This is an optimization exercise on Yosys and OpenROAD, whose aim is small area, not a production implementation.
At most, simulation tests tie the RTL to the original design; equivalence was not proved.
Function not checked in run 7: the RTL went through the layout flow alone.
No activity file was given, so power comes from the tool's default toggle rates.

$ cat flow/flow/run.sh
#!/bin/bash
set -euo pipefail
cd "$(dirname "$0")/.."
export BUFFER_PORTS_ARGS="-buffer_cell sky130_fd_sc_hd__buf_1"
export CTS_ARGS="-sink_clustering_enable -repair_clock_nets -dont_use_dummy_load -buf_list {sky130_fd_sc_hd__clkbuf_4} -sink_clustering_size 10 -sink_clustering_max_diameter 40"
bash standard.sh > standard_flow.log 2>&1
$ cat flow/standard.sh
#!/bin/bash
# synth_recipe.tcl (not shown) runs the flow's synth.tcl, then flattens the netlist and writes it again
# the make line also repeats each setting of config.mk as NAME=value (left out here)
make -C /OpenROAD-flow-scripts/flow DESIGN_CONFIG=/design/flow/config.mk WORK_HOME=/design/flow/orfs CLKGATE_MAP_FILE= SYNTH_SCRIPT=/design/flow/synth_recipe.tcl "${@:-finish}"
$ cat flow/config.mk
export PLATFORM = sky130hd
export DESIGN_NAME = dsv_core
export DESIGN_NICKNAME = dsv_core
export VERILOG_FILES = /design/flow/design.v
export SDC_FILE = /design/flow/constraint.sdc
export NUM_CORES = 4
export LEC_CHECK = 0
export CAP_MARGIN = 20
export CORE_AREA = 5 5 435 435
export DIE_AREA = 0 0 440 440
export PLACE_DENSITY = 0.85
export SLEW_MARGIN = 20
$ cat flow/constraint.sdc
create_clock -name core_clock -period 7.0 [get_ports {clk_i}]
set_input_delay 1.4000 -clock core_clock [delete_from_list [all_inputs] [get_ports {clk_i}]]
set_output_delay 1.4000 -clock core_clock [all_outputs]
set_load 0.01 [all_outputs]
$ cat flow/design.v
module dsv_frontend (
    input  wire       clk_i,
    input  wire       rst_i,
    input  wire       take_i,      
    input  wire [2:0] lv_i,        
    input  wire       track_i,     
    output wire       start0_o,    
    output wire       start1_o,    
    output wire       clk_o        
);
    reg [2:0] prev;
    assign start0_o = ~prev[0] &  lv_i[0] &  prev[1] & ~lv_i[1];
    assign start1_o =  prev[0] & ~lv_i[0] & ~prev[1] &  lv_i[1];
    assign clk_o    = ~prev[2] &  lv_i[2] & ~(track_i ? lv_i[1] : lv_i[0]);
    always @(posedge clk_i) begin
        if (rst_i)
            prev <= 3'b100;
        else if (take_i)
            prev <= lv_i;
    end
endmodule
module dsv_classifier #(
    parameter IDX_W = 20
) (
    input  wire [IDX_W-1:0] n_inv_i,
    input  wire [IDX_W-1:0] start_lim_i,
    input  wire [IDX_W-1:0] clk_min_i,
    input  wire [IDX_W-1:0] clk_max_i,
    output wire             start_ok_o,
    output wire             clk_ok_o
);
    wire [IDX_W:0] c_lim, c_min, c_max;
    assign c_lim[0] = 1'b0;
    assign c_min[0] = 1'b0;
    assign c_max[0] = 1'b1;
    genvar i;
    generate
        for (i = 0; i < IDX_W; i = i + 1) begin : g_chain
            assign c_lim[i+1] = (n_inv_i[i] & start_lim_i[i]) | ((n_inv_i[i] | start_lim_i[i]) & c_lim[i]);
            assign c_min[i+1] = (n_inv_i[i] & clk_min_i[i])   | ((n_inv_i[i] | clk_min_i[i])   & c_min[i]);
            assign c_max[i+1] = (n_inv_i[i] & clk_max_i[i])   | ((n_inv_i[i] | clk_max_i[i])   & c_max[i]);
        end
    endgenerate
    assign start_ok_o = c_lim[IDX_W];
    assign clk_ok_o   = ~c_min[IDX_W] & c_max[IDX_W];
endmodule
module dsv_core (
    input  wire          clk_i,
    input  wire          rst_i,
    input  wire [12:0]   cfg_ch_mask,
    input  wire [19:0]   cfg_start_lim,
    input  wire [19:0]   cfg_clk_min,
    input  wire [19:0]   cfg_clk_max,
    input  wire          smp_valid,
    output wire          smp_ready,
    input  wire [12:0]   smp_lv,
    input  wire          smp_eos,
    output wire [1:0]    req_sel,
    output wire          ev_valid,
    output wire [17:0]   ev,
    output wire [1055:0] rec_bytes,
    output wire [2:0]    status,
    output wire [2:0]    state_o
);
    localparam IDX_W = 20;
    localparam [2:0] S_FIND_START  = 3'd0;
    localparam [2:0] S_VERIFY      = 3'd1;
    localparam [2:0] S_NEXT_CLK    = 3'd2;
    localparam [2:0] S_READ_DATA   = 3'd3;
    localparam [2:0] S_HALTED      = 3'd4;
    localparam [1:0] R_PIXELS  = 2'd0;
    localparam [1:0] R_PRESENT = 2'd1;
    localparam [1:0] R_RECORD  = 2'd2;
    localparam [1:0] R_ERROR   = 2'd3;
    reg  [2:0]       state;
    reg              busy;          
    reg  [1:0]       rphase;
    reg              track;         
    reg              second;        
    reg  [7:0]       cmd0;
    reg  [IDX_W-1:0] cnt;           
    reg  [1055:0]    pay;           
    reg              sel;           
    reg              st_cfg_err, st_stream_ended, st_bad_page;
    assign smp_ready = ~rst_i & ~busy;
    wire accept    = smp_valid & smp_ready;
    wire live      = (state != S_HALTED);
    wire take_smp  = accept & ~smp_eos & live;
    wire take_end  = accept &  smp_eos & live;
    wire m_start0, m_start1, m_clk;
    wire start_ok, clk_ok;
    dsv_frontend u_fe (
        .clk_i    (clk_i),
        .rst_i    (rst_i),
        .take_i   (accept),
        .lv_i     (smp_lv[2:0]),
        .track_i  (track),
        .start0_o (m_start0),
        .start1_o (m_start1),
        .clk_o    (m_clk)
    );
    dsv_classifier #(.IDX_W(IDX_W)) u_cls (
        .n_inv_i     (cnt),
        .start_lim_i (cfg_start_lim),
        .clk_min_i   (cfg_clk_min),
        .clk_max_i   (cfg_clk_max),
        .start_ok_o  (start_ok),
        .clk_ok_o    (clk_ok)
    );
    wire [7:0] byte_in  = smp_lv[12:5];              
    wire       sel_in   = smp_lv[0] & ~smp_lv[1];
    wire       page_ok  = (cmd0[7:3] == 5'b10110);   
    wire [2:0] page     = cmd0[2:0];
    wire [2:0] r_row    = ~cnt[2:0];
    wire [8:0] pix_x    = ~cnt[11:3];
    wire       row_last = ~|cnt[2:0];                    
    wire       cap_last = ~(cnt[7] | cnt[1] | cnt[0]);   
    wire       pix_last = sel ? ~(cnt[11] | (|cnt[5:0])) : ~(cnt[10] | (|cnt[4:0]));
    wire       pixels   = busy & (rphase == R_PIXELS);
    wire mark = (state == S_FIND_START) ? (m_start0 | m_start1) :
                (state == S_VERIFY)     ? (m_clk & start_ok) :
                                          (m_clk & clk_ok);
    wire       shift_en = (accept & m_clk) | (pixels & row_last);
    wire [7:0] shift_in = busy ? pay[7:0] : byte_in;
    always @(posedge clk_i) begin
        if (shift_en)
            pay <= {shift_in, pay[1055:8]};
    end
    wire [IDX_W-1:0] cnt_dec = cnt - 1'b1;    
    always @(posedge clk_i) begin
        if (busy) begin
            if (pixels)
                cnt <= cnt_dec;
        end else if (accept) begin
            if (state == S_READ_DATA) begin
                if (m_clk)
                    cnt <= cap_last ? {8'hff, ~sel_in, 4'hf, ~sel_in, 5'h1f} : cnt_dec;
            end else if (state == S_NEXT_CLK && m_clk && clk_ok && second) begin
                cnt <= {IDX_W{1'b1}};
            end else begin
                cnt <= mark ? {{(IDX_W-1){1'b1}}, 1'b0} : cnt_dec;
            end
        end
    end
    always @(posedge clk_i) begin
        if (rst_i) begin
            state           <= (cfg_ch_mask != 13'd0) ? S_FIND_START : S_HALTED;
            st_cfg_err      <= (cfg_ch_mask == 13'd0);
            st_stream_ended <= 1'b0;
            st_bad_page     <= 1'b0;
            busy            <= 1'b0;
        end else if (!busy) begin
            if (take_end) begin
                st_stream_ended <= 1'b1;
                state           <= S_HALTED;
            end else if (take_smp) begin
                case (state)
                S_FIND_START: begin
                    if (m_start0 | m_start1) begin
                        track <= m_start0;
                        state <= S_VERIFY;
                    end
                end
                S_VERIFY: begin
                    if (m_clk) begin
                        if (start_ok) begin
                            cmd0   <= byte_in;
                            second <= 1'b0;
                            state  <= S_NEXT_CLK;
                        end else begin
                            state  <= S_FIND_START;
                        end
                    end
                end
                S_NEXT_CLK: begin
                    if (m_clk) begin
                        if (clk_ok) begin
                            second <= 1'b1;
                            if (second)
                                state <= S_READ_DATA;
                        end else begin
                            state  <= S_FIND_START;
                        end
                    end
                end
                S_READ_DATA: begin
                    if (m_clk && cap_last) begin
                        sel  <= sel_in;
                        busy <= 1'b1;
                        if (page_ok) begin
                            rphase <= R_PIXELS;
                        end else begin
                            st_bad_page <= 1'b1;
                            rphase      <= R_ERROR;
                        end
                    end
                end
                default: ;
                endcase
            end
        end else begin
            case (rphase)
            R_PIXELS: begin
                if (pix_last)
                    rphase <= R_PRESENT;
            end
            R_PRESENT: begin
                rphase <= R_RECORD;
            end
            default: begin   
                busy  <= 1'b0;
                state <= S_FIND_START;
            end
            endcase
        end
    end
    wire pix_on = pay[cnt[2:0]];           
    reg [15:0] ev_body;
    always @(*) begin
        case (rphase)
        R_PIXELS:  ev_body = {pix_x, page, r_row, pix_on};
        R_PRESENT: ev_body = 16'd0;
        R_RECORD:  ev_body = {page, sel, 12'd0};
        default:   ev_body = {3'd3, 5'd0, cmd0};
        endcase
    end
    assign ev_valid  = ~rst_i & busy;
    assign ev        = {rphase, ev_body};
    assign rec_bytes = pay;
    assign req_sel = (rst_i | busy)          ? 2'd0 :
                     (state == S_FIND_START) ? 2'd1 :
                     (state == S_HALTED)     ? 2'd0 :
                     track                   ? 2'd3 : 2'd2;
    assign status  = {st_bad_page, st_stream_ended, st_cfg_err};
    assign state_o = state;
endmodule
==> key figures, run 1 <==
Clocking
  • Resized Gates After CTS: 0
  • TritonCTS Buffers: 159
  • CTS Buffer Depth: 3
  • Hold_buf cts: 0
  • Postcts setup bufs: 0
  • TritonCTS clock tree: built
  • Clock sink count: 1099
  • CTS clk-pin slew, worst paths: 0.10 ns
  • Clk Latency, worst-skew pair: 1.14 ns
  • H-tree levels: 4
  • Root Buffer: clkbuf_4

Synth
  • Top cells by area, synth: edfxtp_1 93%, nand2_1 0.61%, nor2_1 0.50%
  • Number of synthesized flops with an enable pin: 1093
  • Synth top area share: 92.9%
  • Ys async rst share: 0%
  • YS warnings: 2
  • Compound-cell area share of the yosys netlist: 2.54%
  • Leading area contributor after synthesis: edfxtp_1
  • Synth Area in Simple Gates: 2.37%
  • Syn Std Cell Area: 35300 um^2
  • Syn avg cell area: 23.8 um^2
  • Syn_nets: 1577
  • Adder and majority gate portion of the synthesized area: 0.184%
  • Synth Register Bits: 1099
  • Synth unique cells: 65
  • Mux share of post-synthesis cell area: 0.468%
  • Sequential share of the synthesized area: 93.3%
  • Synth Area in XOR/XNOR: 0.446%
  • Post-synthesis instance total: 1485
  • Primary FF master, synth: edfxtp_1
  • Largest family of logic cells by synthesized area: compound AO/OA/AOI/OAI gates

Timing
  • PnR worst setup slack: 2.47 ns
  • Worst Tran Pin Value: 0.897 ns
  • Minimum clock period: 4.53 ns
  • Skew final: 0.194 ns
  • Final Max Slew Viols: 0
  • Period utilization: 64.7%
  • FMAX: 221 MHz
  • RSZ-0062 raised after global routing: no
  • Slew HR: 40.4%
  • Setup Viol. Count Final: 0
  • Final Hold Fails: 0
  • Fin Setup TNS: 0 ns

Critical path
  • Crit-path cells: mux4_2 -> mux2i_1 -> o21ai_0 -> buf_1
  • Kind of end point of the critical path: output pin
  • Reg2Reg Setup Slack: 3.82 ns
  • Startpoint Class: flop
  • CP max FO: 12
  • Arrival @ worst endpoint: 3.13 ns
  • Worst Path Class, Setup: reg -> out
  • Worst r2r src: cnt[8]
  • R2R cell count: 8
  • CP peak stage delay: 0.76 ns
  • Worst Path Required: 5.60 ns
  • Slowest CP cell: edfxtp_1
  • CP Depth: 4
  • Reg2Reg Capture Point: cnt[3]
  • CP endpoint: ev[0]
  • Crit path from: cnt[0]
  • Delay-heaviest family, CP: multiplexers
  • Buffers & Inverters on Critical Path: 1

Global routing
  • Initial antenna violation count: 12
  • Grt ovf: 0
  • First-pass GRT wire length: 173000 um
  • Largest net degree at the start of global routing: 169
  • Vias in the first global route: 19868
  • GRT Overall Usage: 13.1%

Finish
  • Final Instance Area: 44100 um^2
  • Share of layout cells above drive strength 1: 7.43%
  • Synthesis-to-layout area growth: 24.8%
  • Most frequent cells in the layout: 1170 x buf_1, 1093 x edfxtp_1, 159 x clkbuf_4
  • Layout fillers: 18985
  • Most common cell after layout, fill and taps aside: buf_1
  • Fin nets: 2892
  • Final Instance Count excl. Fillers: 5276

Die
  • Die Ht: 440 um
  • Num rows: 157
  • Io pins: 1174
  • Die area: 194000 um^2
  • Die Wd: 440 um
  • Core Area: 183000 um^2
  • Initial Util: 19.3%

Placed design
  • DP Cell Count: 5103
  • IO Port Bufs: 1171
  • DP Area: 42800 um^2
  • Setup WS pre-CTS: 3.04 ns
  • GPL Wtd Cong: 0.983
  • HPWL Detailed: 106000 um

Pwr
  • Power density over cell area: 238 nW/um^2
  • Leak: 12.8 nW
  • Peak supply drop: 0.164 mV
  • Total Power: 10.5 mW

Drt
  • Post-route ant nets: 0
  • # DRC: 0
  • Via density per instance: 3.94
  • Iteration-0 DRC Markers: 2117
  • Pre-Repair DR Iteration Count: 5
  • Post-DR wirelength/cell: 25.5 um
  • Drt total wl: 134000 um
  • Via count: 20776

Worst hold path
  • Worst Hold Class: reg -> reg
  • Min-delay src: pay[444]

Outcome
  • Status: finished clean

Run
  • Max Cap Viol: 0
[synthesized netlist by cell type, types with 7 or more instances]
cell type / number
a211oi_1: 8
inv_1: 10
nor3_1: 16
nor2_1: 47
nand2_1: 57
nor4_1: 8
buf_4: 9
o21ai_0: 27
a31oi_1: 7
a21oi_1: 22
clkbuf_1: 12
xor2_1: 9
a22oi_1: 10
edfxtp_1: 1093
buf_2: 8
xnor2_1: 9
nand3_1: 8
mux2_2: 8
o22ai_1: 13
[worst min path at each step]
stage | endpoint | slack (ns) | depth (start not counted)
final | pay[436] | 0.36 | 0
after floorplan | st_bad_page | 0.44 | 2
after CTS | cmd0[0] | 0.31 | 1
after global routing | cmd0[2] | 0.33 | 1
after detailed placement | pay[659] | 0.43 | 0
after global placement | pay[722] | 0.43 | 0
[final cells by class]
class                           instances  area [um^2]  area share [%]
Antenna cell                           14         35.0          0.0795
Clock buffer                          159         1190            2.71
Inverter                               10         37.5          0.0851
Multi-Input combinational cell        341         2160            4.89
Sequential cell                      1099        32900            74.7
Tap cell                             2464         3080            6.99
Timing Repair Buffer                 1189         4630            10.5
[kinds of logic after synthesis]
kind of cell	after synthesis
flops	1099
simple gates	175
compound gates	129
buf+inv	45
xor+xnor	18
mux	13
fa+ha+maj	6
[where the power goes]
| part | switching [mW] | internal (mW) |
|---|---|---|
| sequential | 0.0559 | 7.18 |
| clock | 2.03 | 1.04 |
| combinational | 0.133 | 0.0639 |
[sequential cells by signal, summed over array words and instances (netlist names)]
| register | flops |
|---|---|
| st_cfg_err | 1 |
| st_bad_page | 1 |
| st_stream_ended | 1 |
| rphase | 2 |
| sel | 1 |
| busy | 1 |
| second | 1 |
| track | 1 |
| u_fe.prev | 3 |
| cnt | 20 |
| cmd0 | 8 |
| state | 3 |
| pay | 1056 |
[metrics by stage]
step,utilization [%],hold WS [ns]
global placement,23.4,0.428
detailed placement,23.4,0.430
floorplan,-,0.438
global route,24.0,0.334
CTS,24.0,0.307
finish,24.0,0.364
[metal layers]
layer	track usage, %	up-vias	part of all wire [%]
met3	4.21	224	9.0
li1	-	8561	-
met2	22.8	1293	51
met5	0	-	0
met4	6.42	0	5.1
met1	14.3	10698	35
[worst register-to-register path: stages, from the launching register on]
cell	delay, ns
edfxtp_1	0.60
and2_1	0.25
maj3_1	0.35
a221o_1	0.43
o32ai_2	0.37
a211oi_2	0.13
o221ai_2	0.28
a221o_2	0.41
nand2_1	0.10
==> inputs of run 2 (changes only) <==
--- a/flow/config.mk
+++ b/flow/config.mk
@@ -10,3 +10,2 @@
 export DIE_AREA = 0 0 440 440
-export PLACE_DENSITY = 0.85
 export SLEW_MARGIN = 20
==> run 2 against run 1 <==
  * Combinational power shrank 4%
  * Clock-buffer cell count grew 6
  * Cell area is essentially flat
  * Flip-flop and latch count is the same
  * Largest power group unchanged
  * Register-to-register slack lost 0.11 ns
  * Critical path depth shrank 1
  * Global-route usage shrank 0.89 points
  * Sequential power is essentially flat
  * Sequential share of layout area is essentially flat
  * Largest cell class unchanged
  * Still clean on timing, DRC and antenna
==> key figures, run 2 <==
Clocking
  • Clock sink count: 1099 (unchanged)
  • TritonCTS clock tree: built (unchanged)
  • Resized Gates After CTS: 0 (unchanged)
  • Root Buffer: clkbuf_4 (unchanged)
  • Clk Latency, worst-skew pair: 1.15 ns (was 1.14 ns)
  • TritonCTS Buffers: 165 (was 159)
  • Hold_buf cts: 0 (unchanged)
  • Postcts setup bufs: 0 (unchanged)
  • CTS clk-pin slew, worst paths: 0.10 ns (about the same)
  • CTS Buffer Depth: 3 (unchanged)
  • H-tree levels: 4 (unchanged)

Drt
  • Iteration-0 DRC Markers: 1576 (was 2117)
  • Pre-Repair DR Iteration Count: 5 (unchanged)
  • WL met1: 45400 um (was 46700 um)
  • Met2 routed WL: 63100 um (was 68800 um)
  • # DRC: 0 (unchanged)
  • Post-route ant nets: 0 (unchanged)
  • Met3 wire length: 11700 um (was 12100 um)
  • Highest routed layer: met5 (was met4)
  • Via density per instance: 3.83 (was 3.94)
  • Drt total wl: 126000 um (was 134000 um)
  • Post-DR wirelength/cell: 23.7 um (was 25.5 um)
  • Via count: 20229 (was 20776)

Pwr
  • Total Power: 10.5 mW (about the same)
  • Power density over cell area: 239 nW/um^2 (was 238 nW/um^2)
  • Peak supply drop: 0.131 mV (was 0.164 mV)
  • Leak: 12.9 nW (was 12.8 nW)

Timing
  • Minimum clock period: 4.25 ns (was 4.53 ns)
  • Setup Viol. Count Final: 0 (unchanged)
  • Fin Setup TNS: 0 ns (unchanged)
  • RSZ-0062 raised after global routing: no (unchanged)
  • Final Max Slew Viols: 0 (unchanged)
  • Skew final: 0.162 ns (was 0.194 ns)
  • Final Hold Fails: 0 (unchanged)
  • Period utilization: 60.7% (was 64.7%)
  • Slew HR: 32.9% (was 40.4%)
  • FMAX: 235 MHz (was 221 MHz)
  • Worst Tran Pin Value: 1.01 ns (was 0.897 ns)

Die
  • Io pins: 1174 (unchanged)
  • Core Area: 183000 um^2 (unchanged)
  • Die Ht: 440 um (unchanged)
  • Initial Util: 19.3% (unchanged)
  • Die area: 194000 um^2 (unchanged)
  • Die Wd: 440 um (unchanged)
  • Num rows: 157 (unchanged)

Run
  • Max Cap Viol: 0 (unchanged)

Placed design
  • DP Area: 42800 um^2 (about the same)
  • HPWL Detailed: 97400 um (was 106000 um)
  • GPL Wtd Cong: 0.939 (was 0.983)
  • IO Port Bufs: 1171 (unchanged)

Synth
  • Top cells by area, synth: edfxtp_1 93%, nand2_1 0.61%, nor2_1 0.50% (unchanged)
  • YS warnings: 2 (unchanged)
  • Synth unique cells: 65 (unchanged)
  • Leading area contributor after synthesis: edfxtp_1 (unchanged)
  • Primary FF master, synth: edfxtp_1 (unchanged)
  • Sequential share of the synthesized area: 93.3% (unchanged)
  • Ys async rst share: 0% (unchanged)
  • Syn avg cell area: 23.8 um^2 (unchanged)
  • Number of synthesized flops with an enable pin: 1093 (unchanged)
  • Syn Std Cell Area: 35300 um^2 (unchanged)
  • Syn_nets: 1577 (unchanged)
  • Synth Register Bits: 1099 (unchanged)
  • Commonest cells post-synth: 1093 x edfxtp_1, 57 x nand2_1, 47 x nor2_1 (unchanged)
  • Count leader, synth: edfxtp_1 (unchanged)
  • Post-synthesis instance total: 1485 (unchanged)
  • Synth top area share: 92.9% (unchanged)

Global routing
  • Initial antenna violation count: 13 (was 12)
  • Grt ovf: 0 (unchanged)
  • GRT Overall Usage: 12.2% (was 13.1%)
  • Vias in the first global route: 19732 (was 19868)
  • Largest net degree at the start of global routing: 163 (was 169)
  • First-pass GRT wire length: 163000 um (was 173000 um)

Critical path
  • Kind of end point of the critical path: output pin (unchanged)
  • Arrival @ worst endpoint: 2.85 ns (was 3.13 ns)
  • Reg2Reg Setup Slack: 3.71 ns (was 3.82 ns)
  • Worst Path Class, Setup: reg -> out (unchanged)
  • CP endpoint: ev[4] (was ev[0])
  • CP max FO: 13 (was 12)
  • Crit path from: rphase[1] (was cnt[0])
  • Startpoint Class: flop (unchanged)
  • Reg2Reg Capture Point: cnt[1] (was cnt[3])
  • Worst r2r src: cnt[2] (was cnt[8])
  • R2R cell count: 8 (unchanged)
  • Worst Path Required: 5.60 ns (about the same)

Finish
  • Most common cell after layout, fill and taps aside: buf_1 (unchanged)
  • Final Instance Area: 44100 um^2 (about the same)
  • Share of layout cells above drive strength 1: 7.69% (was 7.43%)
  • Max FFs per register: 1056 (unchanged)
  • Multi-input gate area: 2150 um^2 (was 2160 um^2)
  • Reg area: 32900 um^2 (unchanged)
  • Layout fillers: 19113 (was 18985)
  • Most frequent cells in the layout: 1171 x buf_1, 1093 x edfxtp_1, 165 x clkbuf_4 (was 1170 x buf_1, 1093 x edfxtp_1, 159 x clkbuf_4)
  • Fin nets: 2902 (was 2892)
  • Top flop regs: pay (1056), cnt (20), cmd0 (8) (unchanged)
  • Biggest register: pay (unchanged)
  • Synthesis-to-layout area growth: 24.9% (was 24.8%)

Worst hold path
  • Hold Path Depth: 0 (unchanged)
  • Worst Hold Class: reg -> reg (unchanged)

Outcome
  • Status: finished clean (unchanged)
## run 2: cell families (layout without fill, tap and decap cells)
| family | after synthesis | count (layout) | share of synthesized area (%) |
|---|---|---|---|
| multiplexers | 13 | 13 | 0.468 |
| AO/OA/AOI/OAI | 129 | 129 | 2.54 |
| flip-flops | 1099 | 1099 | 93.3 |
| adder cells (fa/ha/maj) | 6 | 6 | 0.184 |
| AND/OR/NAND/NOR | 175 | 175 | 2.37 |
| other | 0 | 14 | 0 |
| XOR/XNOR | 18 | 18 | 0.446 |
| buffers and inverters | 45 | 1368 | 0.730 |
## run 2: stage by stage
step,hold slack (ns),std cells,worst slack (ns),util [%]
global route,0.331,5281,2.39,24.0
finish,0.337,5286,2.75,24.0
floorplan,0.438,1485,-18.39,-
CTS,0.332,5272,2.39,24.0
detailed placement,0.429,5107,2.74,23.3
global placement,0.427,5107,2.82,23.3
## run 2: worst max-delay path: stages, from the launching register on
cell,delay [ns]
edfxtp_1,0.68
and2_1,0.41
a22o_1,0.25
buf_1,0.50
## run 2: worst min-delay path by stage
stage           startpoint          end  slack, ns
2_1_floorplan  st_bad_page  st_bad_page       0.44
3_3_place_gp      pay[636]     pay[628]       0.43
3_5_place_dp       pay[10]       pay[2]       0.43
4_1_cts           pay[203]     pay[195]       0.33
5_1_grt           pay[547]     pay[539]       0.33
6_report          pay[547]     pay[539]       0.34
## run 2: layer usage
layer	vias up	track usage [%]
li1	8563	-
met1	10332	13.7
met2	1134	20.7
met3	196	4.42
met4	4	5.42
met5	-	0.428
## run 2: area by class of cell
| class | count | share of cell area, % |
|---|---|---|
| Sequential cell | 1099 | 74.7 |
| Timing Repair Buffer | 1193 | 10.5 |
| Tap cell | 2464 | 6.99 |
| Multi-Input combinational cell | 341 | 4.88 |
| Clock buffer | 165 | 2.81 |
| Inverter | 10 | 0.0851 |
| Antenna cell | 14 | 0.0794 |
## run 2: report_power, final
group,switching [mW],internal (mW),leakage (nW)
sequential,0.0521,7.18,9.87
combinational,0.126,0.0630,2.23
clock,2.04,1.08,0.759
==> inputs of run 3 (changes only) <==
--- a/flow/config.mk
+++ b/flow/config.mk
@@ -7,5 +7,5 @@
 export LEC_CHECK = 0
-export CAP_MARGIN = 20
+export CAP_MARGIN = 5
 export CORE_AREA = 5 5 435 435
 export DIE_AREA = 0 0 440 440
-export SLEW_MARGIN = 20
+export SLEW_MARGIN = 5
==> run 3 against run 2 <==
  * Synthesized cell count stayed put
  * Critical path depth stayed put
  * Flip-flop and latch count stayed put
  * Critical endpoint unchanged
==> key figures, run 3 <==
Timing
  • Skew final: 0.162 ns (unchanged)
  • Final Hold Fails: 0 (unchanged)
  • FMAX: 235 MHz (unchanged)
  • Worst Tran Pin Value: 1.01 ns (unchanged)
  • Fin Setup TNS: 0 ns (unchanged)
  • Setup Viol. Count Final: 0 (unchanged)
  • RSZ-0062 raised after global routing: no (unchanged)
  • Slew HR: 32.9% (unchanged)
  • Period utilization: 60.7% (unchanged)
  • Final Max Slew Viols: 0 (unchanged)
  • Minimum clock period: 4.25 ns (unchanged)

Drt
  • Post-route ant nets: 0 (unchanged)
  • Pre-Repair DR Iteration Count: 5 (unchanged)
  • Via density per instance: 3.83 (unchanged)
  • Via count: 20229 (unchanged)
  • Post-DR wirelength/cell: 23.7 um (unchanged)
  • Drt total wl: 126000 um (unchanged)
  • # DRC: 0 (unchanged)
  • Iteration-0 DRC Markers: 1576 (unchanged)

Finish
  • Share of layout cells above drive strength 1: 7.69% (unchanged)
  • Max FFs per register: 1056 (unchanged)
  • Biggest register: pay (unchanged)
  • Synthesis-to-layout area growth: 24.9% (unchanged)
  • Layout fillers: 19113 (unchanged)
  • Most common cell after layout, fill and taps aside: buf_1 (unchanged)
  • Multi-input gate area: 2150 um^2 (unchanged)
  • Reg area: 32900 um^2 (unchanged)
  • Final Instance Count excl. Fillers: 5286 (unchanged)
  • Core Util, Final: 24.0% (unchanged)
  • Fin nets: 2902 (unchanged)
  • Top flop regs: pay (1056), cnt (20), cmd0 (8) (unchanged)
  • Most frequent cells in the layout: 1171 x buf_1, 1093 x edfxtp_1, 165 x clkbuf_4 (unchanged)

Critical path
  • Worst Path Class, Setup: reg -> out (unchanged)
  • Reg2Reg Setup Slack: 3.71 ns (about the same)
  • Slowest CP cell: edfxtp_1 (unchanged)
  • Buffers & Inverters on Critical Path: 1 (unchanged)
  • Crit-path cells: and2_1 -> a22o_1 -> buf_1 (unchanged)
  • Worst Path Required: 5.60 ns (about the same)
  • Delay-heaviest family, CP: flip-flops (unchanged)
  • CP max FO: 13 (unchanged)
  • Reg2Reg Capture Point: cnt[1] (unchanged)
  • CP peak stage delay: 0.68 ns (about the same)
  • Worst r2r src: cnt[2] (unchanged)
  • Kind of end point of the critical path: output pin (unchanged)
  • Arrival @ worst endpoint: 2.85 ns (about the same)
  • Startpoint Class: flop (unchanged)
  • R2R cell count: 8 (unchanged)

Global routing
  • Largest net degree at the start of global routing: 163 (unchanged)
  • Grt ovf: 0 (unchanged)
  • Vias in the first global route: 19732 (unchanged)
  • GRT Overall Usage: 12.2% (unchanged)
  • Initial antenna violation count: 13 (unchanged)
  • First-pass GRT wire length: 163000 um (unchanged)

Die
  • Die area: 194000 um^2 (unchanged)
  • Die Wd: 440 um (unchanged)
  • Die Ht: 440 um (unchanged)
  • Core Area: 183000 um^2 (unchanged)
  • Initial Util: 19.3% (unchanged)
  • Num rows: 157 (unchanged)
  • Io pins: 1174 (unchanged)

Clocking
  • Clock sink count: 1099 (unchanged)
  • Hold_buf cts: 0 (unchanged)
  • TritonCTS Buffers: 165 (unchanged)
  • CTS Buffer Depth: 3 (unchanged)
  • H-tree levels: 4 (unchanged)
  • CTS clk-pin slew, worst paths: 0.10 ns (about the same)
  • Clk Latency, worst-skew pair: 1.15 ns (about the same)
  • TritonCTS clock tree: built (unchanged)
  • Root Buffer: clkbuf_4 (unchanged)
  • Postcts setup bufs: 0 (unchanged)
  • Resized Gates After CTS: 0 (unchanged)

Worst hold path
  • Min-delay src: pay[547] (unchanged)
  • Hold Path Depth: 0 (unchanged)
  • Worst Hold Class: reg -> reg (unchanged)
  • Hold EP: pay[539] (unchanged)

Placed design
  • DP Cell Count: 5107 (unchanged)
  • IO Port Bufs: 1171 (unchanged)
  • HPWL Detailed: 97400 um (unchanged)
  • GPL Wtd Cong: 0.939 (unchanged)

Outcome
  • Status: finished clean (unchanged)

Pwr
  • Leak: 12.9 nW (unchanged)
  • Power density over cell area: 239 nW/um^2 (unchanged)
  • Peak supply drop: 0.131 mV (unchanged)

Run
  • Max Cap Viol: 0 (unchanged)

Synth
  • Synth unique cells: 65 (unchanged)
  • Syn Std Cell Area: 35300 um^2 (unchanged)
  • Leading area contributor after synthesis: edfxtp_1 (unchanged)
  • Ys async rst share: 0% (unchanged)
  • Synth top area share: 92.9% (unchanged)
  • Top cells by area, synth: edfxtp_1 93%, nand2_1 0.61%, nor2_1 0.50% (unchanged)
  • Synth Area in XOR/XNOR: 0.446% (unchanged)
  • Count leader, synth: edfxtp_1 (unchanged)
  • Mux share of post-synthesis cell area: 0.468% (unchanged)
  • Syn avg cell area: 23.8 um^2 (unchanged)
  • Post-synthesis instance total: 1485 (unchanged)
  • Largest family of logic cells by synthesized area: compound AO/OA/AOI/OAI gates (unchanged)
  • Primary FF master, synth: edfxtp_1 (unchanged)
  • Number of synthesized flops with an enable pin: 1093 (unchanged)
  • Syn_nets: 1577 (unchanged)
  • Synth Register Bits: 1099 (unchanged)
  • Sequential share of the synthesized area: 93.3% (unchanged)
  • Synth Area in Simple Gates: 2.37% (unchanged)
  • Commonest cells post-synth: 1093 x edfxtp_1, 57 x nand2_1, 47 x nor2_1 (unchanged)
  • Adder and majority gate portion of the synthesized area: 0.184% (unchanged)
  • YS warnings: 2 (unchanged)
  • Compound-cell area share of the yosys netlist: 2.54% (unchanged)
[run 3: cell counts in the layout (fill, tap and decap cells not counted)]
No cell type changed its count.
[run 3: power by group]
group	switching [mW]	leakage, nW	internal [mW]
combinational	0.126	2.23	0.0630
clock	2.04	0.759	1.08
sequential	0.0521	9.87	7.18
[run 3: how the worst max path moves through the flow]
stage,from,end,depth (start not counted)
3_5_place_dp,rst_i,pay[334],6
5_1_grt,cnt[0],ev[0],4
3_3_place_gp,rst_i,pay[652],6
2_1_floorplan,rphase[0],pay[0],4
4_1_cts,rphase[1],ev[4],3
6_report,rphase[1],ev[4],3
[run 3: layer usage]
metal,up-vias,wire length [um],global-route usage [%]
li1,8563,-,-
met1,10332,45400,13.7
met2,1134,63100,20.7
met3,196,11700,4.42
met4,4,5190,5.42
met5,-,122,0.428
[run 3: stage by stage]
step | hold WS, ns | power, mW | worst slack (ns) | instance area [um^2]
after detailed placement | 0.429 | 7.57 | 2.74 | 42800
after global routing | 0.331 | 11.0 | 2.39 | 44100
final | 0.337 | 10.5 | 2.75 | 44100
after CTS | 0.332 | 10.7 | 2.39 | 44100
after floorplan | 0.438 | 7.51 | -18.39 | 35400
after global placement | 0.427 | 7.57 | 2.82 | 42800
[run 3: cell families after synthesis]
logic type / Yosys count
xor gates and xnor gates: 18
DFF: 1099
AOI/OAI and AO/OA: 129
adders and majority gates: 6
buffers and inverters: 45
and+or+nand+nor: 175
muxes: 13
[run 3: area by class of cell]
cell class                      count  area share (%)
Sequential cell                  1099            74.7
Timing Repair Buffer             1193            10.5
Tap cell                         2464            6.99
Multi-Input combinational cell    341            4.88
Clock buffer                      165            2.81
Inverter                           10          0.0851
Antenna cell                       14          0.0794
==> inputs of run 4 (changes only) <==
==> flow/flow/run.sh (replaced) <==
#!/bin/bash
set -euo pipefail
cd "$(dirname "$0")/.."
export BUFFER_PORTS_ARGS="-buffer_cell sky130_fd_sc_hd__buf_1"
export CTS_ARGS="-sink_clustering_enable -repair_clock_nets -dont_use_dummy_load -buf_list {sky130_fd_sc_hd__clkbuf_8} -sink_clustering_size 20 -sink_clustering_max_diameter 70"
bash standard.sh > standard_flow.log 2>&1
--- a/flow/config.mk
+++ b/flow/config.mk
@@ -7,5 +7,5 @@
 export LEC_CHECK = 0
-export CAP_MARGIN = 5
+export CAP_MARGIN = 20
 export CORE_AREA = 5 5 435 435
 export DIE_AREA = 0 0 440 440
-export SLEW_MARGIN = 5
+export SLEW_MARGIN = 20
==> run 4 against run 3 <==
  * Routed wire length down 1.1%
  * Clock power shrank 7.7%
  * Hold slack improved by 0.074 ns
  * Sequential share of layout area up 0.38 points
==> key figures, run 4 <==
Timing
  • Worst Tran Pin Value: 0.963 ns (was 1.01 ns)
  • Skew final: 0.0755 ns (was 0.162 ns)
  • Slew HR: 35.8% (was 32.9%)
  • Final Max Slew Viols: 0 (unchanged)
  • Minimum clock period: 3.98 ns (was 4.25 ns)
  • Fin Setup TNS: 0 ns (unchanged)
  • RSZ-0062 raised after global routing: no (unchanged)
  • Period utilization: 56.8% (was 60.7%)
  • Final Hold Fails: 0 (unchanged)
  • FMAX: 251 MHz (was 235 MHz)
  • Setup Viol. Count Final: 0 (unchanged)

Die
  • Io pins: 1174 (unchanged)
  • Die area: 194000 um^2 (unchanged)
  • Num rows: 157 (unchanged)
  • Initial Util: 19.3% (unchanged)
  • Core Area: 183000 um^2 (unchanged)
  • Die Wd: 440 um (unchanged)
  • Die Ht: 440 um (unchanged)

Synth
  • Syn avg cell area: 23.8 um^2 (unchanged)
  • Syn Std Cell Area: 35300 um^2 (unchanged)
  • Leading area contributor after synthesis: edfxtp_1 (unchanged)
  • Compound-cell area share of the yosys netlist: 2.54% (unchanged)
  • Adder and majority gate portion of the synthesized area: 0.184% (unchanged)
  • Synth top area share: 92.9% (unchanged)
  • Post-synthesis instance total: 1485 (unchanged)
  • Sequential share of the synthesized area: 93.3% (unchanged)
  • Commonest cells post-synth: 1093 x edfxtp_1, 57 x nand2_1, 47 x nor2_1 (unchanged)
  • Ys async rst share: 0% (unchanged)
  • Synth Area in Simple Gates: 2.37% (unchanged)
  • YS warnings: 2 (unchanged)
  • Syn_nets: 1577 (unchanged)
  • Count leader, synth: edfxtp_1 (unchanged)
  • Synth Area in XOR/XNOR: 0.446% (unchanged)
  • Primary FF master, synth: edfxtp_1 (unchanged)
  • Synth unique cells: 65 (unchanged)
  • Largest family of logic cells by synthesized area: compound AO/OA/AOI/OAI gates (unchanged)
  • Top cells by area, synth: edfxtp_1 93%, nand2_1 0.61%, nor2_1 0.50% (unchanged)
  • Number of synthesized flops with an enable pin: 1093 (unchanged)
  • Mux share of post-synthesis cell area: 0.468% (unchanged)
  • Synth Register Bits: 1099 (unchanged)

Pwr
  • Power density over cell area: 235 nW/um^2 (was 239 nW/um^2)
  • Peak supply drop: 0.174 mV (was 0.131 mV)
  • Leak: 12.6 nW (was 12.9 nW)

Worst hold path
  • Worst Hold Class: reg -> reg (unchanged)
  • Hold Path Depth: 0 (unchanged)
  • Hold EP: pay[134] (was pay[539])
  • Min-delay src: pay[142] (was pay[547])

Placed design
  • IO Port Bufs: 1171 (unchanged)
  • DP Cell Count: 5107 (unchanged)
  • HPWL Detailed: 97400 um (unchanged)
  • DP Area: 42800 um^2 (unchanged)
  • GPL Wtd Cong: 0.939 (unchanged)

Critical path
  • Slowest CP cell: edfxtp_1 (unchanged)
  • Startpoint Class: flop (unchanged)
  • Worst Path Required: 5.60 ns (about the same)
  • Worst Path Class, Setup: reg -> out (unchanged)
  • CP max FO: 13 (unchanged)
  • Arrival @ worst endpoint: 2.58 ns (was 2.85 ns)
  • Reg2Reg Setup Slack: 3.81 ns (was 3.71 ns)
  • Crit-path cells: and2_1 -> a22o_1 -> buf_1 (unchanged)
  • Kind of end point of the critical path: output pin (unchanged)
  • Worst r2r src: busy (was cnt[2])
  • CP peak stage delay: 0.68 ns (about the same)
  • R2R cell count: 6 (was 8)
  • Reg2Reg Capture Point: pay[731] (was cnt[1])

Global routing
  • Largest net degree at the start of global routing: 163 (unchanged)
  • GRT Overall Usage: 12.0% (was 12.2%)
  • First-pass GRT wire length: 161000 um (was 163000 um)
  • Initial antenna violation count: 9 (was 13)
  • Grt ovf: 0 (unchanged)
  • Vias in the first global route: 18929 (was 19732)

Clocking
  • Resized Gates After CTS: 0 (unchanged)
  • Clk Latency, worst-skew pair: 0.75 ns (was 1.15 ns)
  • TritonCTS Buffers: 75 (was 165)
  • CTS Buffer Depth: 3 (unchanged)
  • Root Buffer: clkbuf_8 (was clkbuf_4)
  • H-tree levels: 3 (was 4)
  • Clock sink count: 1099 (unchanged)
  • Postcts setup bufs: 0 (unchanged)
  • CTS clk-pin slew, worst paths: 0.12 ns (was 0.10 ns)
  • TritonCTS clock tree: built (unchanged)
  • Hold_buf cts: 0 (unchanged)

Finish
  • Share of layout cells above drive strength 1: 4.64% (was 7.69%)
  • Most frequent cells in the layout: 1171 x buf_1, 1093 x edfxtp_1, 75 x clkbuf_8 (was 1171 x buf_1, 1093 x edfxtp_1, 165 x clkbuf_4)
  • Most common cell after layout, fill and taps aside: buf_1 (unchanged)
  • Max FFs per register: 1056 (unchanged)
  • Final Instance Area: 43900 um^2 (was 44100 um^2)
  • Synthesis-to-layout area growth: 24.3% (was 24.9%)
  • Top flop regs: pay (1056), cnt (20), cmd0 (8) (unchanged)
  • Final Instance Count excl. Fillers: 5190 (was 5286)
  • Fin nets: 2812 (was 2902)
  • Biggest register: pay (unchanged)

Run
  • Max Cap Viol: 0 (unchanged)

Drt
  • Drt total wl: 124000 um (was 126000 um)
  • Post-route ant nets: 0 (unchanged)
  • Pre-Repair DR Iteration Count: 5 (unchanged)
  • Iteration-0 DRC Markers: 1603 (was 1576)
  • Via count: 19672 (was 20229)
  • Post-DR wirelength/cell: 23.9 um (was 23.7 um)
  • # DRC: 0 (unchanged)
  • Via density per instance: 3.79 (was 3.83)

Outcome
  • Status: finished clean (unchanged)
run 4: power breakdown:
group          internal (mW)  switching [mW]  leakage [nW]
Clock                  0.965            1.91         0.539
Combinational         0.0630           0.126          2.23
Sequential              7.18          0.0522          9.87
run 4: logic make-up after synthesis:
| kind of cell | after synthesis |
|---|---|
| xor gates and xnor gates | 18 |
| buffers and inverters | 45 |
| and+or+nand+nor | 175 |
| DFF | 1099 |
| AOI/OAI and AO/OA | 129 |
| muxes | 13 |
| adders and majority gates | 6 |
run 4: layer usage:
| metal | vias to the layer above | part of all wire (%) | global-route usage, % |
|---|---|---|---|
| li1 | 8329 | - | - |
| met1 | 10137 | 37 | 13.7 |
| met2 | 1029 | 50 | 20.4 |
| met3 | 173 | 8.6 | 3.97 |
| met4 | 4 | 4.5 | 5.11 |
| met5 | - | 0.098 | 0.428 |
run 4: worst max-delay path: cells and delay by family, from the launching register on:
kind / cells / cell delay [ns]
compound gates: 1 / 0.25
buf+inv: 1 / 0.46
flops: 1 / 0.68
simple gates: 1 / 0.42
run 4: metrics by stage:
stage | utilization (%) | hold slack [ns] | total power, mW | worst slack, ns
finish | 23.9 | 0.411 | 10.3 | 3.02
global route | 23.9 | 0.414 | 10.7 | 2.71
CTS | 23.9 | 0.408 | 10.5 | 2.68
detailed placement | 23.3 | 0.429 | 7.57 | 2.74
global placement | 23.3 | 0.427 | 7.57 | 2.82
floorplan | - | 0.438 | 7.51 | -18.39
run 4: layout make-up:
| type | count | area (um^2) |
|---|---|---|
| Multi-Input combinational cell | 341 | 2150 |
| Inverter | 10 | 37.5 |
| Timing Repair Buffer | 1193 | 4620 |
| Fill cell | 19088 | 140000 |
| Antenna cell | 8 | 20.0 |
| Tap cell | 2464 | 3080 |
| Sequential cell | 1099 | 32900 |
| Clock buffer | 75 | 1030 |
run 4: worst max-delay path by stage:
stage               from  cells past startpoint  slack, ns        to
6_report       rphase[1]                      3       3.02     ev[4]
5_1_grt           cnt[0]                      4       2.71     ev[0]
3_3_place_gp       rst_i                      6       2.82  pay[652]
2_1_floorplan  rphase[0]                      4     -18.39    pay[0]
4_1_cts        rphase[1]                      3       2.68     ev[4]
3_5_place_dp       rst_i                      6       2.74  pay[334]
==> inputs of run 5 (changes only) <==
==> flow/flow/run.sh (replaced) <==
#!/bin/bash
set -euo pipefail
cd "$(dirname "$0")/.."
export BUFFER_PORTS_ARGS="-buffer_cell sky130_fd_sc_hd__buf_1"
export CTS_ARGS="-sink_clustering_enable -repair_clock_nets -dont_use_dummy_load -buf_list {sky130_fd_sc_hd__clkbuf_8} -sink_clustering_size 16 -sink_clustering_max_diameter 80"
bash standard.sh > standard_flow.log 2>&1
==> run 5 against run 4 <==
  * Synthesized cell count did not move
  * Register-to-register slack worse by 0.03 ns
  * Clock power rose by 5%
  * Highest routed layer unchanged
  * Cell area is 0.28% higher
  * Still clean
  * Power increased by 1.4%
  * Largest cell class unchanged
  * Combinational power about the same
  * Utilization up 0.066 points
  * Maximum frequency is 0.63% lower
  * Clock-buffer cell count up 9
==> key figures, run 5 <==
Synth
  • Leading area contributor after synthesis: edfxtp_1 (unchanged)
  • Primary FF master, synth: edfxtp_1 (unchanged)
  • Top cells by area, synth: edfxtp_1 93%, nand2_1 0.61%, nor2_1 0.50% (unchanged)
  • Synth top area share: 92.9% (unchanged)
  • YS warnings: 2 (unchanged)
  • Syn_nets: 1577 (unchanged)
  • Number of synthesized flops with an enable pin: 1093 (unchanged)
  • Syn Std Cell Area: 35300 um^2 (unchanged)
  • Post-synthesis instance total: 1485 (unchanged)
  • Synth unique cells: 65 (unchanged)
  • Ys async rst share: 0% (unchanged)
  • Synth Register Bits: 1099 (unchanged)
  • Sequential share of the synthesized area: 93.3% (unchanged)
  • Count leader, synth: edfxtp_1 (unchanged)
  • Commonest cells post-synth: 1093 x edfxtp_1, 57 x nand2_1, 47 x nor2_1 (unchanged)
  • Syn avg cell area: 23.8 um^2 (unchanged)

Timing
  • FMAX: 250 MHz (was 251 MHz)
  • Minimum clock period: 4.00 ns (was 3.98 ns)
  • Final Max Slew Viols: 0 (unchanged)
  • Hold slack final: 0.366 ns (was 0.411 ns)
  • Setup Viol. Count Final: 0 (unchanged)
  • Slew HR: 35.7% (was 35.8%)
  • Skew final: 0.0889 ns (was 0.0755 ns)
  • Final Hold Fails: 0 (unchanged)
  • RSZ-0062 raised after global routing: no (unchanged)
  • PnR worst setup slack: 3.00 ns (was 3.02 ns)
  • Worst Tran Pin Value: 0.965 ns (was 0.963 ns)
  • Fin Setup TNS: 0 ns (unchanged)
  • Period utilization: 57.2% (was 56.8%)

Die
  • Die Wd: 440 um (unchanged)
  • Num rows: 157 (unchanged)
  • Die area: 194000 um^2 (unchanged)
  • Core Area: 183000 um^2 (unchanged)
  • Initial Util: 19.3% (unchanged)
  • Die Ht: 440 um (unchanged)
  • Io pins: 1174 (unchanged)

Placed design
  • Setup WS pre-CTS: 2.74 ns (unchanged)
  • IO Port Bufs: 1171 (unchanged)
  • DP Cell Count: 5107 (unchanged)
  • HPWL Detailed: 97400 um (unchanged)
  • GPL Wtd Cong: 0.939 (unchanged)

Finish
  • Top flop regs: pay (1056), cnt (20), cmd0 (8) (unchanged)
  • Max FFs per register: 1056 (unchanged)
  • Most frequent cells in the layout: 1171 x buf_1, 1093 x edfxtp_1, 84 x clkbuf_8 (was 1171 x buf_1, 1093 x edfxtp_1, 75 x clkbuf_8)
  • Final Instance Count excl. Fillers: 5198 (was 5190)
  • Fin nets: 2821 (was 2812)
  • Layout fillers: 19076 (was 19088)
  • Most common cell after layout, fill and taps aside: buf_1 (unchanged)
  • Share of layout cells above drive strength 1: 4.95% (was 4.64%)
  • Reg area: 32900 um^2 (unchanged)
  • Biggest register: pay (unchanged)
  • Multi-input gate area: 2150 um^2 (unchanged)
  • Synthesis-to-layout area growth: 24.6% (was 24.3%)

Critical path
  • Kind of end point of the critical path: output pin (unchanged)
  • Reg2Reg Capture Point: cnt[15] (was pay[731])
  • Worst Path Class, Setup: reg -> out (unchanged)
  • Worst Path Required: 5.60 ns (about the same)
  • Startpoint Class: flop (unchanged)
  • Slowest CP cell: edfxtp_1 (unchanged)
  • Worst r2r src: cnt[2] (was busy)
  • R2R cell count: 8 (was 6)
  • CP max FO: 13 (unchanged)
  • CP peak stage delay: 0.68 ns (about the same)
  • Crit-path cells: and2_1 -> a22o_1 -> buf_1 (unchanged)
  • Arrival @ worst endpoint: 2.60 ns (was 2.58 ns)
  • Reg2Reg Setup Slack: 3.78 ns (was 3.81 ns)
  • Crit path from: rphase[1] (unchanged)

Drt
  • Pre-Repair DR Iteration Count: 5 (unchanged)
  • Via density per instance: 3.79 (about the same)
  • Drt total wl: 125000 um (was 124000 um)
  • Post-route ant nets: 0 (unchanged)
  • Met3 wire length: 11200 um (was 10700 um)
  • Via count: 19710 (was 19672)
  • Highest routed layer: met5 (unchanged)
  • Met2 routed WL: 62500 um (was 62100 um)
  • Post-DR wirelength/cell: 24.0 um (was 23.9 um)
  • WL met1: 45300 um (was 45600 um)
  • # DRC: 0 (unchanged)
  • Iteration-0 DRC Markers: 1588 (was 1603)

Worst hold path
  • Min-delay src: pay[763] (was pay[142])
  • Hold Path Depth: 0 (unchanged)
  • Hold EP: pay[755] (was pay[134])
  • Worst Hold Class: reg -> reg (unchanged)

Clocking
  • Clock sink count: 1099 (unchanged)
  • Hold_buf cts: 0 (unchanged)
  • TritonCTS Buffers: 84 (was 75)
  • Root Buffer: clkbuf_8 (unchanged)
  • CTS Buffer Depth: 3 (unchanged)
  • H-tree levels: 3 (unchanged)
  • CTS clk-pin slew, worst paths: 0.11 ns (was 0.12 ns)
  • Clk Latency, worst-skew pair: 0.80 ns (was 0.75 ns)
  • TritonCTS clock tree: built (unchanged)
  • Postcts setup bufs: 0 (unchanged)
  • Resized Gates After CTS: 0 (unchanged)

Global routing
  • Vias in the first global route: 19042 (was 18929)
  • First-pass GRT wire length: 162000 um (was 161000 um)
  • GRT Overall Usage: 12.0% (about the same)
  • Largest net degree at the start of global routing: 163 (unchanged)
  • Initial antenna violation count: 10 (was 9)
  • Grt ovf: 0 (unchanged)

Outcome
  • Status: finished clean (unchanged)

Run
  • Max Cap Viol: 0 (unchanged)

Pwr
  • Power density over cell area: 237 nW/um^2 (was 235 nW/um^2)
  • Leak: 12.7 nW (was 12.6 nW)
  • Peak supply drop: 0.170 mV (was 0.174 mV)
## run 5: changes by cell type in the layout (fill, tap and decap cells not counted)
cell	previous run	this run
diode_2	8	7
clkbuf_8	75	84
## run 5: how the worst max path moves through the flow
stage / slack [ns] / depth (start not counted) / end
final: 3.00 / 3 / ev[4]
after detailed placement: 2.74 / 6 / pay[334]
after floorplan: -18.39 / 4 / pay[0]
after global placement: 2.82 / 6 / pay[652]
after CTS: 2.67 / 3 / ev[4]
after global routing: 2.70 / 4 / ev[0]
## run 5: per-stage QoR
stage	utilization, %	total power, mW	instance area [um^2]
3_3_place_gp	23.3	7.57	42800
4_1_cts	24.0	10.6	44000
3_5_place_dp	23.3	7.57	42800
2_1_floorplan	-	7.51	35400
6_report	24.0	10.4	44000
5_1_grt	24.0	10.9	44000
## run 5: cell families (layout without fill, tap and decap cells)
| logic type | count (synthesis) | count (layout) | share of synthesized area, % |
|---|---|---|---|
| flip-flops | 1099 | 1099 | 93.3 |
| AND/OR/NAND/NOR | 175 | 175 | 2.37 |
| AO/OA/AOI/OAI | 129 | 129 | 2.54 |
| buffers and inverters | 45 | 1287 | 0.730 |
| XOR/XNOR | 18 | 18 | 0.446 |
| multiplexers | 13 | 13 | 0.468 |
| adder cells (fa/ha/maj) | 6 | 6 | 0.184 |
| other | 0 | 7 | 0 |
## run 5: layout make-up
cell class                      instances  area share, %
Antenna cell                            7         0.0398
Tap cell                             2464           7.01
Clock buffer                           84           2.63
Multi-Input combinational cell        341           4.89
Timing Repair Buffer                 1193           10.5
Sequential cell                      1099           74.9
Inverter                               10         0.0853
## run 5: report_power, final
part	switching, mW	total (mW)	internal (mW)
logic	0.126	0.189	0.0630
clock network	1.95	3.02	1.07
registers	0.0524	7.24	7.18
## run 5: metal layers
| layer | vias to the layer above | GRT usage, % |
|---|---|---|
| li1 | 8351 | - |
| met1 | 10084 | 13.8 |
| met2 | 1092 | 20.6 |
| met3 | 179 | 4.03 |
| met4 | 4 | 5.03 |
| met5 | - | 0.428 |
## run 5: worst max-delay path, delay by kind of cell, from the launching register on
family                 cells  cell delay (ns)
buffers and inverters      1             0.46
AND/OR/NAND/NOR            1             0.42
AO/OA/AOI/OAI              1             0.26
flip-flops                 1             0.68
==> inputs of run 6 (changes only) <==
==> flow/flow/run.sh (replaced) <==
#!/bin/bash
set -euo pipefail
cd "$(dirname "$0")/.."
export BUFFER_PORTS_ARGS="-buffer_cell sky130_fd_sc_hd__buf_1"
export CTS_ARGS="-sink_clustering_enable -repair_clock_nets -dont_use_dummy_load -buf_list {sky130_fd_sc_hd__clkbuf_8} -sink_clustering_size 18 -sink_clustering_max_diameter 70"
bash standard.sh > standard_flow.log 2>&1
==> run 6 against run 5 <==
  * Largest power group unchanged
  * Still clean
  * Sequential share of layout area increased by 0.066 points
  * Die area unchanged
  * Area after synthesis unchanged
==> key figures, run 6 <==
Critical path
  • Worst r2r src: busy (was cnt[2])
  • Arrival @ worst endpoint: 2.61 ns (was 2.60 ns)
  • Startpoint Class: flop (unchanged)
  • CP max FO: 13 (unchanged)
  • Kind of end point of the critical path: output pin (unchanged)
  • Worst Path Class, Setup: reg -> out (unchanged)
  • CP endpoint: ev[4] (unchanged)
  • R2R cell count: 6 (was 8)
  • Worst Path Required: 5.60 ns (about the same)
  • Crit path from: rphase[1] (unchanged)
  • Reg2Reg Setup Slack: 3.80 ns (was 3.78 ns)
  • Reg2Reg Capture Point: pay[738] (was cnt[15])

Drt
  • Iteration-0 DRC Markers: 1711 (was 1588)
  • Met3 wire length: 10700 um (was 11200 um)
  • Met2 routed WL: 63000 um (was 62500 um)
  • WL met1: 45700 um (was 45300 um)
  • Via density per instance: 3.80 (was 3.79)
  • Post-route ant nets: 0 (unchanged)
  • Post-DR wirelength/cell: 23.9 um (was 24.0 um)
  • Via count: 19736 (was 19710)
  • Pre-Repair DR Iteration Count: 7 (was 5)
  • Highest routed layer: met5 (unchanged)
  • Drt total wl: 124000 um (was 125000 um)
  • # DRC: 0 (unchanged)

Synth
  • Sequential share of the synthesized area: 93.3% (unchanged)
  • Synth unique cells: 65 (unchanged)
  • Number of synthesized flops with an enable pin: 1093 (unchanged)
  • Syn Std Cell Area: 35300 um^2 (unchanged)
  • Ys async rst share: 0% (unchanged)
  • Syn avg cell area: 23.8 um^2 (unchanged)
  • Primary FF master, synth: edfxtp_1 (unchanged)
  • YS warnings: 2 (unchanged)
  • Commonest cells post-synth: 1093 x edfxtp_1, 57 x nand2_1, 47 x nor2_1 (unchanged)
  • Count leader, synth: edfxtp_1 (unchanged)
  • Synth Register Bits: 1099 (unchanged)
  • Top cells by area, synth: edfxtp_1 93%, nand2_1 0.61%, nor2_1 0.50% (unchanged)
  • Leading area contributor after synthesis: edfxtp_1 (unchanged)
  • Synth top area share: 92.9% (unchanged)
  • Post-synthesis instance total: 1485 (unchanged)
  • Syn_nets: 1577 (unchanged)

Timing
  • RSZ-0062 raised after global routing: no (unchanged)
  • Setup Viol. Count Final: 0 (unchanged)
  • Final Max Slew Viols: 0 (unchanged)
  • PnR worst setup slack: 2.99 ns (was 3.00 ns)
  • Minimum clock period: 4.01 ns (was 4.00 ns)
  • Worst Tran Pin Value: 0.943 ns (was 0.965 ns)
  • Skew final: 0.0698 ns (was 0.0889 ns)
  • Slew HR: 37.2% (was 35.7%)
  • FMAX: 249 MHz (was 250 MHz)
  • Final Hold Fails: 0 (unchanged)
  • Period utilization: 57.3% (was 57.2%)
  • Fin Setup TNS: 0 ns (unchanged)
  • Hold slack final: 0.392 ns (was 0.366 ns)

Clocking
  • Clk Latency, worst-skew pair: 0.76 ns (was 0.80 ns)
  • Resized Gates After CTS: 0 (unchanged)
  • TritonCTS Buffers: 81 (was 84)
  • Clock sink count: 1099 (unchanged)
  • CTS Buffer Depth: 3 (unchanged)
  • TritonCTS clock tree: built (unchanged)
  • Postcts setup bufs: 0 (unchanged)
  • H-tree levels: 3 (unchanged)
  • CTS clk-pin slew, worst paths: 0.11 ns (about the same)
  • Hold_buf cts: 0 (unchanged)
  • Root Buffer: clkbuf_8 (unchanged)

Global routing
  • GRT Overall Usage: 12.0% (about the same)
  • Initial antenna violation count: 11 (was 10)
  • First-pass GRT wire length: 161000 um (was 162000 um)
  • Vias in the first global route: 18976 (was 19042)
  • Largest net degree at the start of global routing: 163 (unchanged)
  • Grt ovf: 0 (unchanged)

Finish
  • Core Util, Final: 24.0% (about the same)
  • Layout fillers: 19079 (was 19076)
  • Reg area: 32900 um^2 (unchanged)
  • Most common cell after layout, fill and taps aside: buf_1 (unchanged)
  • Max FFs per register: 1056 (unchanged)
  • Synthesis-to-layout area growth: 24.5% (was 24.6%)
  • Most frequent cells in the layout: 1171 x buf_1, 1093 x edfxtp_1, 81 x clkbuf_8 (was 1171 x buf_1, 1093 x edfxtp_1, 84 x clkbuf_8)
  • Multi-input gate area: 2150 um^2 (unchanged)
  • Top flop regs: pay (1056), cnt (20), cmd0 (8) (unchanged)
  • Biggest register: pay (unchanged)
  • Final Instance Area: 44000 um^2 (about the same)
  • Fin nets: 2818 (was 2821)
  • Share of layout cells above drive strength 1: 4.85% (was 4.95%)
  • Final Instance Count excl. Fillers: 5196 (was 5198)

Pwr
  • Sw Pwr: 2.10 mW (was 2.12 mW)
  • Leak: 12.7 nW (about the same)
  • Power density over cell area: 236 nW/um^2 (was 237 nW/um^2)
  • Peak supply drop: 0.223 mV (was 0.170 mV)
  • Flop pwr share: 69.7% (was 69.3%)
  • Switching Share: 20.2% (was 20.3%)
  • Pint: 8.28 mW (was 8.32 mW)
  • Combinational power share: 1.8% (about the same)
  • Clock power share: 28.5% (was 28.9%)
  • Total Power: 10.4 mW (about the same)

Die
  • Num rows: 157 (unchanged)
  • Initial Util: 19.3% (unchanged)
  • Die Wd: 440 um (unchanged)
  • Io pins: 1174 (unchanged)
  • Core Area: 183000 um^2 (unchanged)
  • Die Ht: 440 um (unchanged)
  • Die area: 194000 um^2 (unchanged)

Outcome
  • Status: finished clean (unchanged)

Worst hold path
  • Worst Hold Class: reg -> reg (unchanged)

Placed design
  • Setup WS pre-CTS: 2.74 ns (unchanged)
  • IO Port Bufs: 1171 (unchanged)
  • DP Cell Count: 5107 (unchanged)
  • DP Area: 42800 um^2 (unchanged)
  • HPWL Detailed: 97400 um (unchanged)
  • GPL Wtd Cong: 0.939 (unchanged)

Run
  • Max Cap Viol: 0 (unchanged)
[run 6: cell counts after synthesis]
Identical to the previous run, type by type.
[run 6: how the worst min path moves through the flow]
stage                 from           to  slack [ns]  depth (start not counted)
2_1_floorplan  st_bad_page  st_bad_page        0.44                          2
3_3_place_gp      pay[636]     pay[628]        0.43                          0
3_5_place_dp       pay[10]       pay[2]        0.43                          0
4_1_cts            pay[93]      pay[85]        0.40                          0
5_1_grt           pay[582]     pay[574]        0.40                          0
6_report           pay[93]      pay[85]        0.39                          0
[run 6: worst max-delay path: stages, from the launching register on]
cell      delay [ns]
edfxtp_1        0.70
and2_1          0.42
a22o_1          0.26
buf_1           0.46
[run 6: kinds of logic (layout without fill, tap and decap cells)]
kind of cell | Yosys count | count (layout) | share of synthesized area, %
xor+xnor | 18 | 18 | 0.446
compound gates | 129 | 129 | 2.54
simple gates | 175 | 175 | 2.37
fa+ha+maj | 6 | 6 | 0.184
buf+inv | 45 | 1284 | 0.730
other cells | 0 | 8 | 0
flops | 1099 | 1099 | 93.3
mux | 13 | 13 | 0.468
[run 6: layout make-up]
class / count / share of cell area, %
Multi-Input combinational cell: 341 / 4.89
Inverter: 10 / 0.0854
Timing Repair Buffer: 1193 / 10.5
Antenna cell: 8 / 0.0455
Sequential cell: 1099 / 74.9
Tap cell: 2464 / 7.01
Clock buffer: 81 / 2.54
[run 6: power by group through the flow]
stage	logic [mW]	clock network (mW)	registers [mW]
final	0.189	2.96	7.24
after global routing	0.205	3.39	7.24
after CTS	0.190	3.14	7.24
after detailed placement	0.189	0	7.38
after global placement	0.189	0	7.38
after floorplan	0.103	0	7.41
[run 6: per-layer routing]
metal,global-route usage (%),up-vias
li1,-,8349
met1,13.8,10190
met2,20.7,1035
met3,3.87,158
met4,4.56,4
met5,0.428,-
==> inputs of run 7 (changes only) <==
--- a/flow/design.v
+++ b/flow/design.v
@@ -116,3 +116,3 @@
     wire       row_last = ~|cnt[2:0];                    
-    wire       cap_last = ~(cnt[7] | cnt[1] | cnt[0]);   
+    wire       cap_last = ~(cnt[7] | cnt[2]);            
     wire       pix_last = sel ? ~(cnt[11] | (|cnt[5:0])) : ~(cnt[10] | (|cnt[4:0]));
@@ -137,4 +137,2 @@
                     cnt <= cap_last ? {8'hff, ~sel_in, 4'hf, ~sel_in, 5'h1f} : cnt_dec;
-            end else if (state == S_NEXT_CLK && m_clk && clk_ok && second) begin
-                cnt <= {IDX_W{1'b1}};
             end else begin
==> run 7 against run 6 <==
  * Via count is 0.49% higher
  * Sequential power hardly changed
  * Flip-flop and latch count stayed put
  * Area after synthesis hardly changed
  * Routed wire length is 1.0% lower
  * Largest power group unchanged
  * Critical endpoint is now ev[3]
  * Sequential share of layout area hardly changed
  * Utilization hardly changed
  * Still clean on timing, DRC and antenna
  * Cell count hardly changed
==> key figures, run 7 <==
Die
  • Num rows: 157 (unchanged)
  • Die Wd: 440 um (unchanged)
  • Die area: 194000 um^2 (unchanged)
  • Io pins: 1174 (unchanged)
  • Die Ht: 440 um (unchanged)
  • Initial Util: 19.2% (was 19.3%)
  • Core Area: 183000 um^2 (unchanged)

Global routing
  • Vias in the first global route: 18942 (was 18976)
  • Largest net degree at the start of global routing: 173 (was 163)
  • GRT Overall Usage: 11.8% (was 12.0%)
  • First-pass GRT wire length: 160000 um (was 161000 um)
  • Initial antenna violation count: 10 (was 11)
  • Grt ovf: 0 (unchanged)

Finish
  • Synthesis-to-layout area growth: 24.5% (about the same)
  • Most common cell after layout, fill and taps aside: buf_1 (unchanged)
  • Biggest register: pay (unchanged)
  • Top flop regs: pay (1056), cnt (20), cmd0 (8) (unchanged)
  • Most frequent cells in the layout: 1170 x buf_1, 1093 x edfxtp_1, 83 x clkbuf_8 (was 1171 x buf_1, 1093 x edfxtp_1, 81 x clkbuf_8)
  • Final Instance Count excl. Fillers: 5195 (was 5196)
  • Max FFs per register: 1056 (unchanged)
  • Share of layout cells above drive strength 1: 4.78% (was 4.85%)
  • Fin nets: 2816 (was 2818)
  • Core Util, Final: 24.0% (about the same)

Clocking
  • Clk Latency, worst-skew pair: 0.82 ns (was 0.76 ns)
  • TritonCTS Buffers: 83 (was 81)
  • Root Buffer: clkbuf_8 (unchanged)
  • Resized Gates After CTS: 0 (unchanged)
  • Hold_buf cts: 0 (unchanged)
  • Clock sink count: 1099 (unchanged)
  • Postcts setup bufs: 0 (unchanged)
  • CTS Buffer Depth: 3 (unchanged)
  • H-tree levels: 3 (unchanged)
  • TritonCTS clock tree: built (unchanged)
  • CTS clk-pin slew, worst paths: 0.10 ns (was 0.11 ns)

Synth
  • Post-synthesis instance total: 1484 (was 1485)
  • Count leader, synth: edfxtp_1 (unchanged)
  • Ys async rst share: 0% (unchanged)
  • Number of synthesized flops with an enable pin: 1093 (unchanged)
  • Leading area contributor after synthesis: edfxtp_1 (unchanged)
  • Top cells by area, synth: edfxtp_1 93%, o21ai_0 0.52%, nand2_1 0.51% (was edfxtp_1 93%, nand2_1 0.61%, nor2_1 0.50%)
  • Syn_nets: 1576 (was 1577)
  • Synth unique cells: 69 (was 65)
  • Sequential share of the synthesized area: 93.3% (about the same)
  • Primary FF master, synth: edfxtp_1 (unchanged)
  • Synth Register Bits: 1099 (unchanged)
  • YS warnings: 2 (unchanged)
  • Syn avg cell area: 23.8 um^2 (about the same)
  • Commonest cells post-synth: 1093 x edfxtp_1, 48 x nand2_1, 42 x nor2_1 (was 1093 x edfxtp_1, 57 x nand2_1, 47 x nor2_1)
  • Syn Std Cell Area: 35300 um^2 (about the same)
  • Synth top area share: 92.9% (about the same)

Critical path
  • Delay-heaviest family, CP: flip-flops (unchanged)
  • Startpoint Class: flop (unchanged)
  • CP max FO: 14 (was 13)
  • CP peak stage delay: 0.60 ns (was 0.70 ns)
  • Slowest CP cell: edfxtp_1 (unchanged)
  • Arrival @ worst endpoint: 2.69 ns (was 2.61 ns)
  • Kind of end point of the critical path: output pin (unchanged)
  • Buffers & Inverters on Critical Path: 1 (unchanged)
  • Worst Path Class, Setup: reg -> out (unchanged)
  • Worst Path Required: 5.60 ns (about the same)
  • Crit-path cells: or2_2 -> o21ai_0 -> buf_1 (was and2_1 -> a22o_1 -> buf_1)

Placed design
  • Setup WS pre-CTS: 2.93 ns (was 2.74 ns)
  • IO Port Bufs: 1171 (unchanged)
  • DP Cell Count: 5103 (was 5107)
  • GPL Wtd Cong: 0.947 (was 0.939)
  • HPWL Detailed: 96000 um (was 97400 um)

Drt
  • Iteration-0 DRC Markers: 1792 (was 1711)
  • Post-DR wirelength/cell: 23.7 um (was 23.9 um)
  • Via density per instance: 3.82 (was 3.80)
  • Via count: 19832 (was 19736)
  • Drt total wl: 123000 um (was 124000 um)
  • # DRC: 0 (unchanged)
  • Post-route ant nets: 0 (unchanged)
  • Pre-Repair DR Iteration Count: 6 (was 7)

Timing
  • Final Hold Fails: 0 (unchanged)
  • RSZ-0062 raised after global routing: no (unchanged)
  • Hold slack final: 0.398 ns (was 0.392 ns)
  • Skew final: 0.0991 ns (was 0.0698 ns)
  • Setup Viol. Count Final: 0 (unchanged)
  • FMAX: 245 MHz (was 249 MHz)
  • Fin Setup TNS: 0 ns (unchanged)
  • Worst Tran Pin Value: 1.11 ns (was 0.943 ns)
  • Slew HR: 26.2% (was 37.2%)
  • Period utilization: 58.4% (was 57.3%)
  • Minimum clock period: 4.09 ns (was 4.01 ns)
  • PnR worst setup slack: 2.91 ns (was 2.99 ns)
  • Final Max Slew Viols: 0 (unchanged)

Run
  • Max Cap Viol: 0 (unchanged)

Pwr
  • Clock power share: 28.7% (was 28.5%)
  • Power density over cell area: 237 nW/um^2 (was 236 nW/um^2)
  • Leak: 12.7 nW (about the same)
  • Sw Pwr: 2.11 mW (was 2.10 mW)
  • Peak supply drop: 0.178 mV (was 0.223 mV)
  • Pint: 8.31 mW (was 8.28 mW)
  • Flop pwr share: 69.5% (was 69.7%)
  • Combinational power share: 1.8% (about the same)
  • Switching Share: 20.3% (was 20.2%)

Outcome
  • Status: finished clean (unchanged)

Worst hold path
  • Worst Hold Class: reg -> reg (unchanged)
run 7: cells by family (layout without fill, tap and decap cells):
group | after synthesis | after routing | share of synthesized area, %
buffers and inverters | 48 | 1286 | 0.744
and+or+nand+nor | 152 | 152 | 2.13
DFF | 1099 | 1099 | 93.3
other | 0 | 9 | 0
adders and majority gates | 2 | 2 | 0.0709
AOI/OAI and AO/OA | 154 | 154 | 2.91
xor gates and xnor gates | 18 | 18 | 0.446
muxes | 11 | 11 | 0.411
run 7: worst paths after layout:
path	slack (ns)	to	from	depth (start not counted)
setup / recovery	2.91	ev[3]	rphase[1]	3
hold / removal	0.40	pay[116]	pay[124]	0
setup reg to reg	3.67	pay[979]	busy	4
hold reg to reg	0.40	pay[116]	pay[124]	0
run 7: final cells by class:
cell class	count	area, um^2
fillers	19106	139000
flip-flops and latches	1099	32900
repair buffers	1188	4600
well taps	2464	3080
multi-input cells	337	2130
clock buffers	83	1140
inverters	15	56.3
diodes	9	22.5
run 7: through the flow:
| step | power (mW) | area [um^2] |
|---|---|---|
| final | 10.4 | 44000 |
| after global routing | 10.9 | 44000 |
| after CTS | 10.6 | 44000 |
| after detailed placement | 7.57 | 42800 |
| after global placement | 7.57 | 42800 |
| after floorplan | 7.51 | 35300 |
run 7: power groups by stage:
| stage | combinational, mW | clock [mW] | sequential, mW |
|---|---|---|---|
| floorplan | 0.0958 | 0 | 7.41 |
| global placement | 0.186 | 0 | 7.38 |
| detailed placement | 0.186 | 0 | 7.38 |
| CTS | 0.187 | 3.15 | 7.24 |
| global route | 0.203 | 3.42 | 7.24 |
| finish | 0.185 | 2.99 | 7.24 |
run 7: routing by layer:
metal / routed length [um] / GRT usage, %
met1: 45800 / 13.8
met2: 63100 / 20.8
met3: 9730 / 3.35
met4: 4450 / 4.18
met5: 0 / 0
